What follows belongs to an exercise in optimizing a design on an open flow for small area; a production flow would make more cautious choices. The RTL was checked by simulation tests, not by an equivalence proof against the original design. Power figures rest on the tool's default switching activity, not on a simulated workload.

File: flow/flow/run.sh
#!/bin/bash
# Layout flow: the standard synthesis, then an area-oriented re-mapping of
# the combinational logic only (every flip-flop instance is kept as it is,
# same name, same cell). Several ABC area scripts are tried and the smallest
# netlist is kept; this is repeated on its own result until two rounds in a
# row no longer shrink it. The standard ORFS layout then runs from that netlist, with the
# port buffers made from the smallest buffer cell and a lighter clock tree.
# Each tool's full output goes to a log file in this folder.
set -euo pipefail
W=$(pwd)
R=$W/orfs/results/$FLOW_PLATFORM/hw2core/base
LG=$W/orfs/logs/$FLOW_PLATFORM/hw2core/base
LIB=$FLOW_HOME/platforms/$FLOW_PLATFORM/lib/sky130_fd_sc_hd__tt_025C_1v80.lib
export BUFFER_PORTS_ARGS="-buffer_cell sky130_fd_sc_hd__buf_1"
# clock tree: clkbuf_8 buffers, no dummy balancing loads
export CTS_ARGS="-sink_clustering_enable -repair_clock_nets -buf_list sky130_fd_sc_hd__clkbuf_8 -root_buf sky130_fd_sc_hd__clkbuf_8 -sink_clustering_buffer sky130_fd_sc_hd__clkbuf_4 -dont_use_dummy_load"

bash standard.sh synth > flow_synth.log 2>&1

DU=$(grep -o -- "-dont_use [^ ]*" $LG/1_2_yosys.log | sort -u | tr '\n' ' ')
cp $R/1_2_yosys.v $W/standard_synth.v
cp $W/standard_synth.v $W/round_in.v

remap() {  # $1 = ABC script; writes $W/<name>.v and <name>.area
  local N=$(basename $1 .abc)
  cat > $W/$N.ys <<EOYS
read_liberty -ignore_miss_func $LIB
read_verilog $W/round_in.v
hierarchy -top $FLOW_TOP
blackbox sky130_fd_sc_hd__*df* sky130_fd_sc_hd__*dl* sky130_fd_sc_hd__*sdf*
select -module $FLOW_TOP t:sky130_fd_sc_hd__*df* t:sky130_fd_sc_hd__*dl*
setattr -set keep 1
select -clear
flatten
rename -hide w:*.*
opt_clean -purge
abc -liberty $LIB $DU -script $1
opt_clean -purge
hilomap -singleton -hicell sky130_fd_sc_hd__conb_1 HI -locell sky130_fd_sc_hd__conb_1 LO
splitnets
opt_clean -purge
insbuf -buf sky130_fd_sc_hd__buf_4 A X
setattr -unset keep
tee -o $W/$N.area stat -liberty $LIB
write_verilog -noattr -noexpr -nohex -nodec $W/$N.v
EOYS
  yosys -s $W/$N.ys > $W/$N.$ROUND.log 2>&1
}

GBEST=""; GA=""; STALL=0
for ROUND in 1 2 3 4 5 6 7 8; do
  for S in $W/flow/remap_s*.abc; do remap $S & done
  wait
  # &deepsyn (time-limited) runs two at a time
  for S in $W/flow/remap_d*.abc; do remap $S & done
  wait
  BEST=""; BA=""
  for S in $W/flow/remap_*.abc; do
    N=$(basename $S .abc)
    [[ -f $W/$N.area ]] || continue
    A=$(grep "Chip area" $W/$N.area | awk '{print $NF}')
    rm -f $W/$N.area
    echo "round $ROUND $N $A" >> $W/remap_areas.txt
    if [[ -z "$BA" ]] || awk -v a="$A" -v b="$BA" 'BEGIN{exit !(a<b)}'; then BEST=$N; BA=$A; fi
  done
  echo "round $ROUND best $BEST $BA" >> $W/remap_areas.txt
  cp $W/$BEST.v $W/round_in.v
  if [[ -z "$GA" ]] || awk -v a="$BA" -v b="$GA" 'BEGIN{exit !(a<b-1)}'; then
    GA=$BA; cp $W/$BEST.v $W/global_best.v; STALL=0
  else
    STALL=$((STALL+1))
    # stop after two rounds without a smaller netlist
    if [[ $STALL -ge 2 ]]; then break; fi
  fi
done
echo "kept $GA" >> $W/remap_areas.txt
cp $W/global_best.v $W/round_in.v
cp $W/round_in.v $R/1_2_yosys.v
touch $R/1_2_yosys.v

bash standard.sh finish > flow_layout.log 2>&1
File: flow/flow/remap_d1.abc
strash
&get -n
&deepsyn -T 20
&put
dch -f
map -a
File: flow/flow/remap_d2.abc
strash
&get -n
&deepsyn -T 20 -S 7
&put
dch -f
map -a
File: flow/flow/remap_s1.abc
strash
dch
map -a
topo
strash
dch
map -a
File: flow/flow/remap_s11.abc
strash
ifraig
resub -K 8 -N 2
refactor -z
dc2
dch -f
map -a
topo
strash
dc2
dch -f
map -a
topo
strash
dch -f
map -a
File: flow/flow/remap_s13.abc
strash
resub -K 8 -N 2
refactor -z
dc2
dch -f
map -a
topo
strash
resub -K 8 -N 2
refactor -z
dc2
dch -f
map -a
topo
strash
resub -K 8 -N 2
dc2
dch -f
map -a
File: flow/flow/remap_s14.abc
strash
ifraig
resub -K 8 -N 2
refactor -z
dc2
dch -f
map -a
topo
strash
ifraig
resub -K 8 -N 2
dc2
dch -f
map -a
File: flow/flow/remap_s15.abc
strash
resub -K 6 -N 2
rewrite -z
resub -K 8 -N 2
refactor -z
resub -K 10 -N 2
dc2
dch -f
map -a
topo
strash
dch -f
map -a
File: flow/flow/remap_s16.abc
strash
dc2
resub -K 8 -N 2
dch -f
map -a
topo
strash
resub -K 8 -N 2
refactor -z
dch -f
map -a
topo
strash
dc2
dch -f
map -a
File: flow/flow/remap_s17.abc
strash
ifraig
dc2
dch -f
map -a
topo
strash
ifraig
resub -K 8 -N 2
refactor -z
dc2
dch -f
map -a
topo
strash
dch -f
map -a
File: flow/flow/remap_s18.abc
strash
balance
resub -K 8 -N 2
refactor -z
balance
dc2
dch -f
map -a
topo
strash
resub -K 8 -N 2
dc2
dch -f
map -a
File: flow/flow/remap_s19.abc
strash
resub -K 8 -N 2
refactor -z
dc2
dch -f
map -a
topo
strash
resub -K 8 -N 2
refactor -z
dc2
dch -f
map -a
topo
strash
resub -K 8 -N 2
refactor -z
dc2
dch -f
map -a
topo
strash
dch -f
map -a
File: flow/flow/remap_s7.abc
strash
dc2
dch -f
map -a
topo
strash
dc2
dch -f
map -a
topo
strash
dc2
dch -f
map -a
topo
strash
dc2
dch -f
map -a
File: flow/flow/remap_s8.abc
strash
resub -K 8 -N 2
refactor -z
dc2
dch -f
map -a
topo
strash
dc2
dch -f
map -a
File: flow/flow/remap_s9.abc
strash
resub -K 8 -N 2
refactor -z
rewrite -z
dc2
dch -f
map -a
topo
strash
resub -K 8
dc2
dch -f
map -a
topo
strash
dch -f
map -a
File: flow/standard.sh
#!/bin/bash
# synth_recipe.tcl (not shown) runs the flow's synth.tcl, then flattens the netlist and writes it again
# the make line also repeats each setting of config.mk as NAME=value (left out here)
make -C /OpenROAD-flow-scripts/flow DESIGN_CONFIG=/design/flow/config.mk WORK_HOME=/design/flow/orfs CLKGATE_MAP_FILE= SYNTH_SCRIPT=/design/flow/synth_recipe.tcl "${@:-finish}"
File: flow/config.mk
export PLATFORM = sky130hd
export DESIGN_NAME = hw2core
export DESIGN_NICKNAME = hw2core
export VERILOG_FILES = /design/flow/design.v
export SDC_FILE = /design/flow/constraint.sdc
export NUM_CORES = 4
export LEC_CHECK = 0
export CAP_MARGIN = 5
export CORE_MARGIN = 2
export CORE_UTILIZATION = 50
export CTS_BUF_LIST = sky130_fd_sc_hd__clkbuf_8
export SLEW_MARGIN = 5
File: flow/constraint.sdc
create_clock -name core_clock -period 10.0 [get_ports {clk}]
set_input_delay 2.0000 -clock core_clock [delete_from_list [all_inputs] [get_ports {clk}]]
set_output_delay 2.0000 -clock core_clock [all_outputs]
set_load 0.01 [all_outputs]
File: flow/design.v
module hw2core_seed (
    input  wire [4:0]  c,
    output wire [16:0] s,
    output wire [13:0] d
);
    wire [31:0] hot = 32'd1 << c;
    assign s[0] = |(hot & 32'h44004451);
    assign s[1] = |(hot & 32'h10011146);
    assign s[2] = |(hot & 32'h40044518);
    assign s[3] = |(hot & 32'h00111460);
    assign s[4] = |(hot & 32'h00445180);
    assign s[5] = |(hot & 32'h01114600);
    assign s[6] = |(hot & 32'h04451800);
    assign s[7] = |(hot & 32'h11146000);
    assign s[8] = |(hot & 32'h44518000);
    assign s[9] = |(hot & 32'h11460000);
    assign s[10] = |(hot & 32'h45180000);
    assign s[11] = |(hot & 32'h14600000);
    assign s[12] = |(hot & 32'h51800000);
    assign s[13] = |(hot & 32'h46000000);
    assign s[14] = |(hot & 32'h18000000);
    assign s[15] = |(hot & 32'h60000000);
    assign s[16] = |(hot & 32'h80000000);
    assign d[0] = |(hot & 32'h4c00ccf3);
    assign d[1] = |(hot & 32'h3803bb68);
    assign d[2] = |(hot & 32'h680e6580);
    assign d[3] = |(hot & 32'h28399600);
    assign d[4] = |(hot & 32'h28e65800);
    assign d[5] = |(hot & 32'h2b996000);
    assign d[6] = |(hot & 32'h26658000);
    assign d[7] = |(hot & 32'h19960000);
    assign d[8] = |(hot & 32'h66580000);
    assign d[9] = |(hot & 32'h19600000);
    assign d[10] = |(hot & 32'h65800000);
    assign d[11] = |(hot & 32'h16000000);
    assign d[12] = |(hot & 32'h58000000);
    assign d[13] = |(hot & 32'h60000000);
endmodule
module hw2core (
    input  wire        clk,
    input  wire        rst,      
    input  wire        start,
    input  wire [2:0]  op,
    input  wire [31:0] a,
    input  wire [31:0] b,
    output wire        busy,
    output wire        done,
    output wire [31:0] r0,
    output wire [31:0] r1
);
    localparam [3:0] S_NORM = 4'b0000,   
                     S_DROP = 4'b0001,   
                     S_DIV  = 4'b0010,   
                     S_INTP = 4'b0100,   
                     S_SH   = 4'b1000,   
                     S_MUL  = 4'b1010,   
                     S_N2   = 4'b1011,   
                     S_N1   = 4'b1100,   
                     S_N3   = 4'b1101;   
    reg        busy_q, done_q;
    reg [3:0]  st;
    reg        cz;        
    reg        f;         
    reg        it;        
    reg        bw;        
    reg        dl;        
    reg        tc;        
    reg [5:0]  C;
    reg        H32;
    reg [31:0] H, L, M;
    reg [15:0] Y;
    assign busy = busy_q;
    assign done = done_q;
    assign r0   = L;
    assign r1   = H;
    wire [16:0] s_rom;
    wire [13:0] d_rom;
    hw2core_seed u_seed (.c(C[4:0]), .s(s_rom), .d(d_rom));
    wire st_div  = ~st[3] & st[1];
    wire st_intp = ~st[3] & st[2];
    wire st_sh   = st[3] & ~st[2] & ~st[1];
    wire st_mul  = st[3] & st[1] & ~st[0];
    wire st_n3   = st[3] & st[2] & st[0];
    wire c0   = (C == 6'd0);
    wire c15  = (C == 6'd15);
    wire c31  = (C == 6'd31);
    wire c32  = (C == 6'd32);
    wire c47  = (C == 6'd47);
    wire c48  = (C == 6'd48);
    wire rmode = st[3] | (st_div & dl);
    wire sub   = ~rmode;
    wire t_i  = tc ^ L[0] ^ bw;
    wire bw_n = (~tc & (L[0] | bw)) | (L[0] & bw);
    wire selM = st[1];
    wire selY = st[2];
    wire g    = st[3] ? ((st[2] | st[1]) & ~C[5] & (st_n3 ? t_i : L[0]))
                      : ((st_intp & L[31]) | (st_div & ~dl));
    wire [31:0] Bsrc = (selM ? M : 32'd0) | (selY ? {16'd0, Y} : 32'd0);
    wire [31:0] B    = g ? Bsrc : 32'd0;
    wire [33:0] s34  = {1'b0, H32, H} + {1'b0, sub, B ^ {32{sub}}} + {33'd0, sub};
    wire take = st_intp | (s34[33] & ~(st_div & (f | c0)));
    wire q    = st_div & take;
    wire sin  = st_intp | L[31];
    wire [31:0] H_step   = rmode ? s34[32:1]
                         : take  ? {s34[30:0], sin} : {H[30:0], sin};
    wire        H32_step = ~rmode & (take ? s34[31] : H[31]);
    wire [31:0] L_step   = rmode ? {s34[0], L[31:1]} : {L[30:1], L[0] | q, 1'b0};
    wire nend = L[31] | C[5];
    wire fin  = (st_mul & c31) | (st_div & dl) | (st_sh & c32 & (f | cz))
              | (st_n3 & c48 & it);
    wire accept = ~busy_q & start & (~op[2] | (op[1:0] == 2'd0));
    always @(posedge clk) begin
        if (rst) begin
            busy_q <= 1'b0;
            done_q <= 1'b0;
        end else if (accept) begin
            busy_q <= 1'b1;
            done_q <= 1'b0;
        end else if (busy_q & fin) begin
            busy_q <= 1'b0;
            done_q <= 1'b1;
        end
    end
    always @(posedge clk) begin
        if (~busy_q) begin
            if (accept) begin
                L   <= a;
                H   <= 32'd0;
                H32 <= 1'b0;
                M   <= op[2] ? a : b;
                C   <= 6'd0;
                it  <= 1'b0;
                dl  <= 1'b0;
                cz  <= (op == 3'd0);
                f   <= op[1];
                case (op)
                    3'd1, 3'd2: st <= S_MUL;
                    3'd3:       st <= S_DIV;
                    default:    st <= S_NORM;
                endcase
            end
        end else begin
            case (st)
                S_MUL: begin
                    H   <= (c31 & f) ? 32'd0 : H_step;
                    H32 <= 1'b0;
                    L   <= L_step;
                    C   <= C + 6'd1;
                end
                S_DIV: begin
                    if (c0) f <= f & s34[33];
                    H   <= (dl & f) ? 32'd0 : H_step;
                    dl  <= c32;
                    H32 <= H32_step;
                    L   <= L_step;
                    C   <= C + 6'd1;
                end
                S_NORM: begin
                    if (nend) begin
                        if (C[5] & ~cz) begin
                            st <= S_DIV;
                            C  <= 6'd0;
                        end else begin
                            if (c31) f <= 1'b1;      
                            st <= S_DROP;
                        end
                    end else begin
                        H   <= H_step;
                        H32 <= H32_step;
                        L   <= L_step;
                        C   <= C + 6'd1;
                    end
                end
                S_DROP: begin
                    L   <= {L[30:0], 1'b0};
                    H   <= cz ? {25'd0, C, 1'b0} : {14'd0, s_rom, 1'b1};
                    H32 <= 1'b0;
                    Y   <= {2'd0, d_rom};
                    C   <= 6'd0;
                    st  <= (cz | f) ? S_SH : S_INTP;
                end
                S_INTP: begin
                    H   <= H_step;
                    H32 <= H32_step;
                    L   <= L_step;
                    C   <= c15 ? 6'd0 : C + 6'd1;
                    if (c15) st <= S_SH;
                end
                S_SH: begin
                    H   <= H_step;
                    H32 <= 1'b0;
                    L   <= L_step;
                    C   <= c48 ? 6'd0 : C + 6'd1;
                    if (c48) begin
                        Y  <= L_step[15:0];
                        st <= S_N1;
                    end
                end
                S_N1: begin
                    H <= H_step;
                    L <= L_step;
                    C <= c31 ? 6'd0 : C + 6'd1;
                    if (c31) st <= S_N2;
                end
                S_N2: begin
                    H  <= H_step;
                    L  <= L_step;
                    bw <= 1'b0;
                    tc <= 1'b0;
                    C  <= c47 ? 6'd0 : C + 6'd1;
                    if (c47) st <= S_N3;
                end
                S_N3: begin
                    H  <= H_step;
                    L  <= L_step;
                    bw <= bw_n;
                    tc <= (C == 6'd15) | (C == 6'd16);
                    C  <= c48 ? 6'd0 : C + 6'd1;
                    if (c48) begin
                        it <= 1'b1;
                        Y  <= L_step[15:0];
                        st <= S_N1;
                    end
                end
                default: ;
            endcase
        end
    end
endmodule
==> impl_metrics.py <==
metrics = {
    "setup_path": {
        "timing.rr.start": "tc",
        "required_ns": 10.20,
        "critPathSlowestCell": "edfxtp_1",
        "startpoint": "tc",
        "worstReg2RegEnd": "H[13]",
        "rr_worst_depth": 75,
        "crit_family": "simple AND/OR/NAND/NOR gates",
        "crit_cells": 75,
        "critPathArrivalTime_ns": 9.44,
        "start_kind": "flop",
        "path_max_fanout": 5,
        "cpMostUsedCell": "nand2_1",
        "ff2ff_setup_slack_ns": 0.76,
        "crit_end": "H[13]",
        "endpoint_kind": "flop",
        "critPathMaxStageDelay_ns": 0.40,
        "criticalPathCategory": "flop to flop",
        "cp.buffers_inverters": 8,
    },
    "clocking": {
        "cts_buffers": 17,
        "cts.sink_count": 131,
        "path_clk_slew_ns": 0.07,
        "cts_buffer_depth": 2,
        "cts_tree": "built",
        "cts_hold_buf": 0,
        "cts_htree_levels": 4,
        "cts-root-buf": "clkbuf_8",
        "clk_latency_ns": 0.46,
    },
    "placed_design": {
        "dp_hpwl_mm": 20.0,
        "place.gp.congestion": 0.968,
        "post_dp_cell_area_mm2": 0.00918,
        "place_inst": 1327,
        "numPortBuffers": 135,
    },
    "pwr": {
        "power.density_mw_per_mm2": 201,
        "ir_drop_uv": 147,
        "finalPower_mw": 1.93,
        "p_leak_nw": 3.39,
    },
    "hold_path": {
        "hp-class": "flop to flop",
    },
    "detailed_routing": {
        "wl_met2_mm": 13.4,
        "met3WireLength_mm": 1.69,
        "drtPass1Iterations": 5,
        "via_per_inst": 5.82,
        "drcViolationCount": 0,
        "drt-met1-wl_mm": 11.6,
        "routedWlPerCell_um": 20.3,
        "first_iter_violations": 661,
        "drt_wl_total_mm": 27.4,
        "drtAntennaViolNets": 0,
        "vias": 7867,
        "routed.top_layer": "met4",
    },
    "timing": {
        "period_needed_ns": 9.24,
        "drv_slew": 0,
        "setup_viol": 0,
        "finalClockSkew_ns": 0.0219,
        "relSlewSlack": 0.324,
        "tightestPinTransition_ns": 1.01,
        "hold_violations": 0,
        "max_freq_ghz": 0.108,
        "fin_crit_sh": 0.924,
    },
    "global_routing": {
        "antenna_found_initial": 0,
        "grt_pass1_wl_mm": 42.6,
        "grt_max_degree": 65,
        "track_usage": 0.318,
        "grt.overflow.total": 0,
        "grt_pass1_vias": 7482,
    },
    "finish": {
        "multi_input_area_mm2": 0.00388,
        "finalNetCount": 1207,
        "final_cell_mix": "nand2_1 (165), buf_1 (134), edfxtp_1 (129)",
        "utilization": 0.609,
        "final_common_cell": "nand2_1",
        "final-seq-area_mm2": 0.00391,
        "final_cells": 1351,
        "area_delta_synth_final_pct": 19.3,
        "antenna_cells": 0,
        "nFillCells": 1449,
        "drive_gt1_frac": 0.128,
        "finish.instance_area_mm2": 0.00964,
    },
    "synth": {
        "synth_nets": 1008,
        "syn_avg_cell_area_um2": 8.62,
        "syn_area_mm2": 0.00808,
        "ys.warnings.count": 1,
        "syn_inst": 938,
    },
    "flow_run": {
        "drv_cap": 0,
    },
    "floorplan": {
        "core_area_mm2": 0.0158,
        "row_count": 46,
        "boundaryPins": 136,
        "fp.dieW_um": 131,
        "die_h_um": 131,
        "die_area_mm2": 0.0172,
        "start_util": 0.511,
    },
    "run_status": {
        "outcome": "no timing/DRC/antenna violations",
    },
}
==> flip-flops by register name (all words and copies together) (netlist names) <==
register and count:
it 1, st 4, tc 1, cz 1, Y 16, dl 1, bw 1, f 1
busy_q 1, done_q 1, C 6, M 32, L 32, H32 1, H 32
==> tightest hold or removal path: stages, from the launching register on <==
cell	delay, ns
dfxtp_1	0.31
nand2_1	0.07
a21oi_1	0.06
==> worst min-delay path by stage <==
| stage | startpoint | end | slack (ns) | depth (start not counted) |
|---|---|---|---|---|
| 5_1_grt | done_q | done_q | 0.50 | 2 |
| 3_3_place_gp | done_q | done_q | 0.45 | 2 |
| 2_1_floorplan | done_q | done_q | 0.48 | 2 |
| 6_report | done_q | done_q | 0.48 | 2 |
| 3_5_place_dp | done_q | done_q | 0.47 | 2 |
| 4_1_cts | done_q | done_q | 0.48 | 2 |
==> power breakdown <==
| group | internal [mW] | leakage, nW | switching (mW) |
|---|---|---|---|
| Combinational | 0.288 | 2.01 | 0.530 |
| Sequential | 0.704 | 1.27 | 0.0757 |
| Clock | 0.149 | 0.122 | 0.187 |
| Total | 1.14 | 3.39 | 0.793 |
==> final cells by class <==
type / instances / area share
Clock buffer: 17 / 0.0243
Inverter: 129 / 0.0502
Multi-Input combinational cell: 678 / 0.403
Sequential cell: 131 / 0.406
Tap cell: 216 / 0.0280
Timing Repair Buffer: 180 / 0.0889
==> what timing repair did <==
action	4_1_cts	5_1_grt
buffers inserted	1	6
pin swaps	2	26
endpoints found under the setup margin	32	34
hold endpoints to repair	0	0
gates cloned	0	0
resized for setup	5	60
==> per-layer routing <==
metal,track usage,vias to the layer above
li1,-,3691
met5,0,-
met4,0.118,0
met1,0.420,3772
met2,0.531,354
met3,0.0498,50
==> metrics by stage <==
step	setup TNS, ns	worst slack [ns]	hold slack (ns)
after floorplan	0	0.0572	0.484
after global placement	0	0.233	0.453
after detailed placement	-3.74	-0.234	0.465
after CTS	0	0.0403	0.482
after global routing	-0.916	-0.119	0.504
final	0	0.760	0.484

[re-timing with driven ports]
No port has a modelled driver above. Below, the same layout with a new extraction and two added sets of constraints. Step 1 (the two cells are an assumption about what drives the block):
set clk [get_ports {clk}]
set_driving_cell -lib_cell sky130_fd_sc_hd__clkbuf_16 $clk
set_driving_cell -lib_cell sky130_fd_sc_hd__buf_2 [delete_from_list [all_inputs] $clk]
Step 2 adds t to the input delays and takes it off the output delays; t is the mean of the earliest and latest rising clock arrival at the registers after step 1. Input paths then give back, and output paths get back, about the clock's delay inside the block. a / b / c = no drivers / after step 1 / after step 2; a / b = the first two.
t (ns): 0.491
setup WS [ns]: 0.760 / 0.760 / 0.760
latest minus earliest clock arrival (ns): 0.021 / 0.022
worst register clock-pin slew, ns: 0.08 / 0.08
cell pins on the clock port's net: 1
After both steps this run still meets setup and hold. The setup slack of this run moves by 0.000 ns with the drivers and by 0.000 ns with both steps.
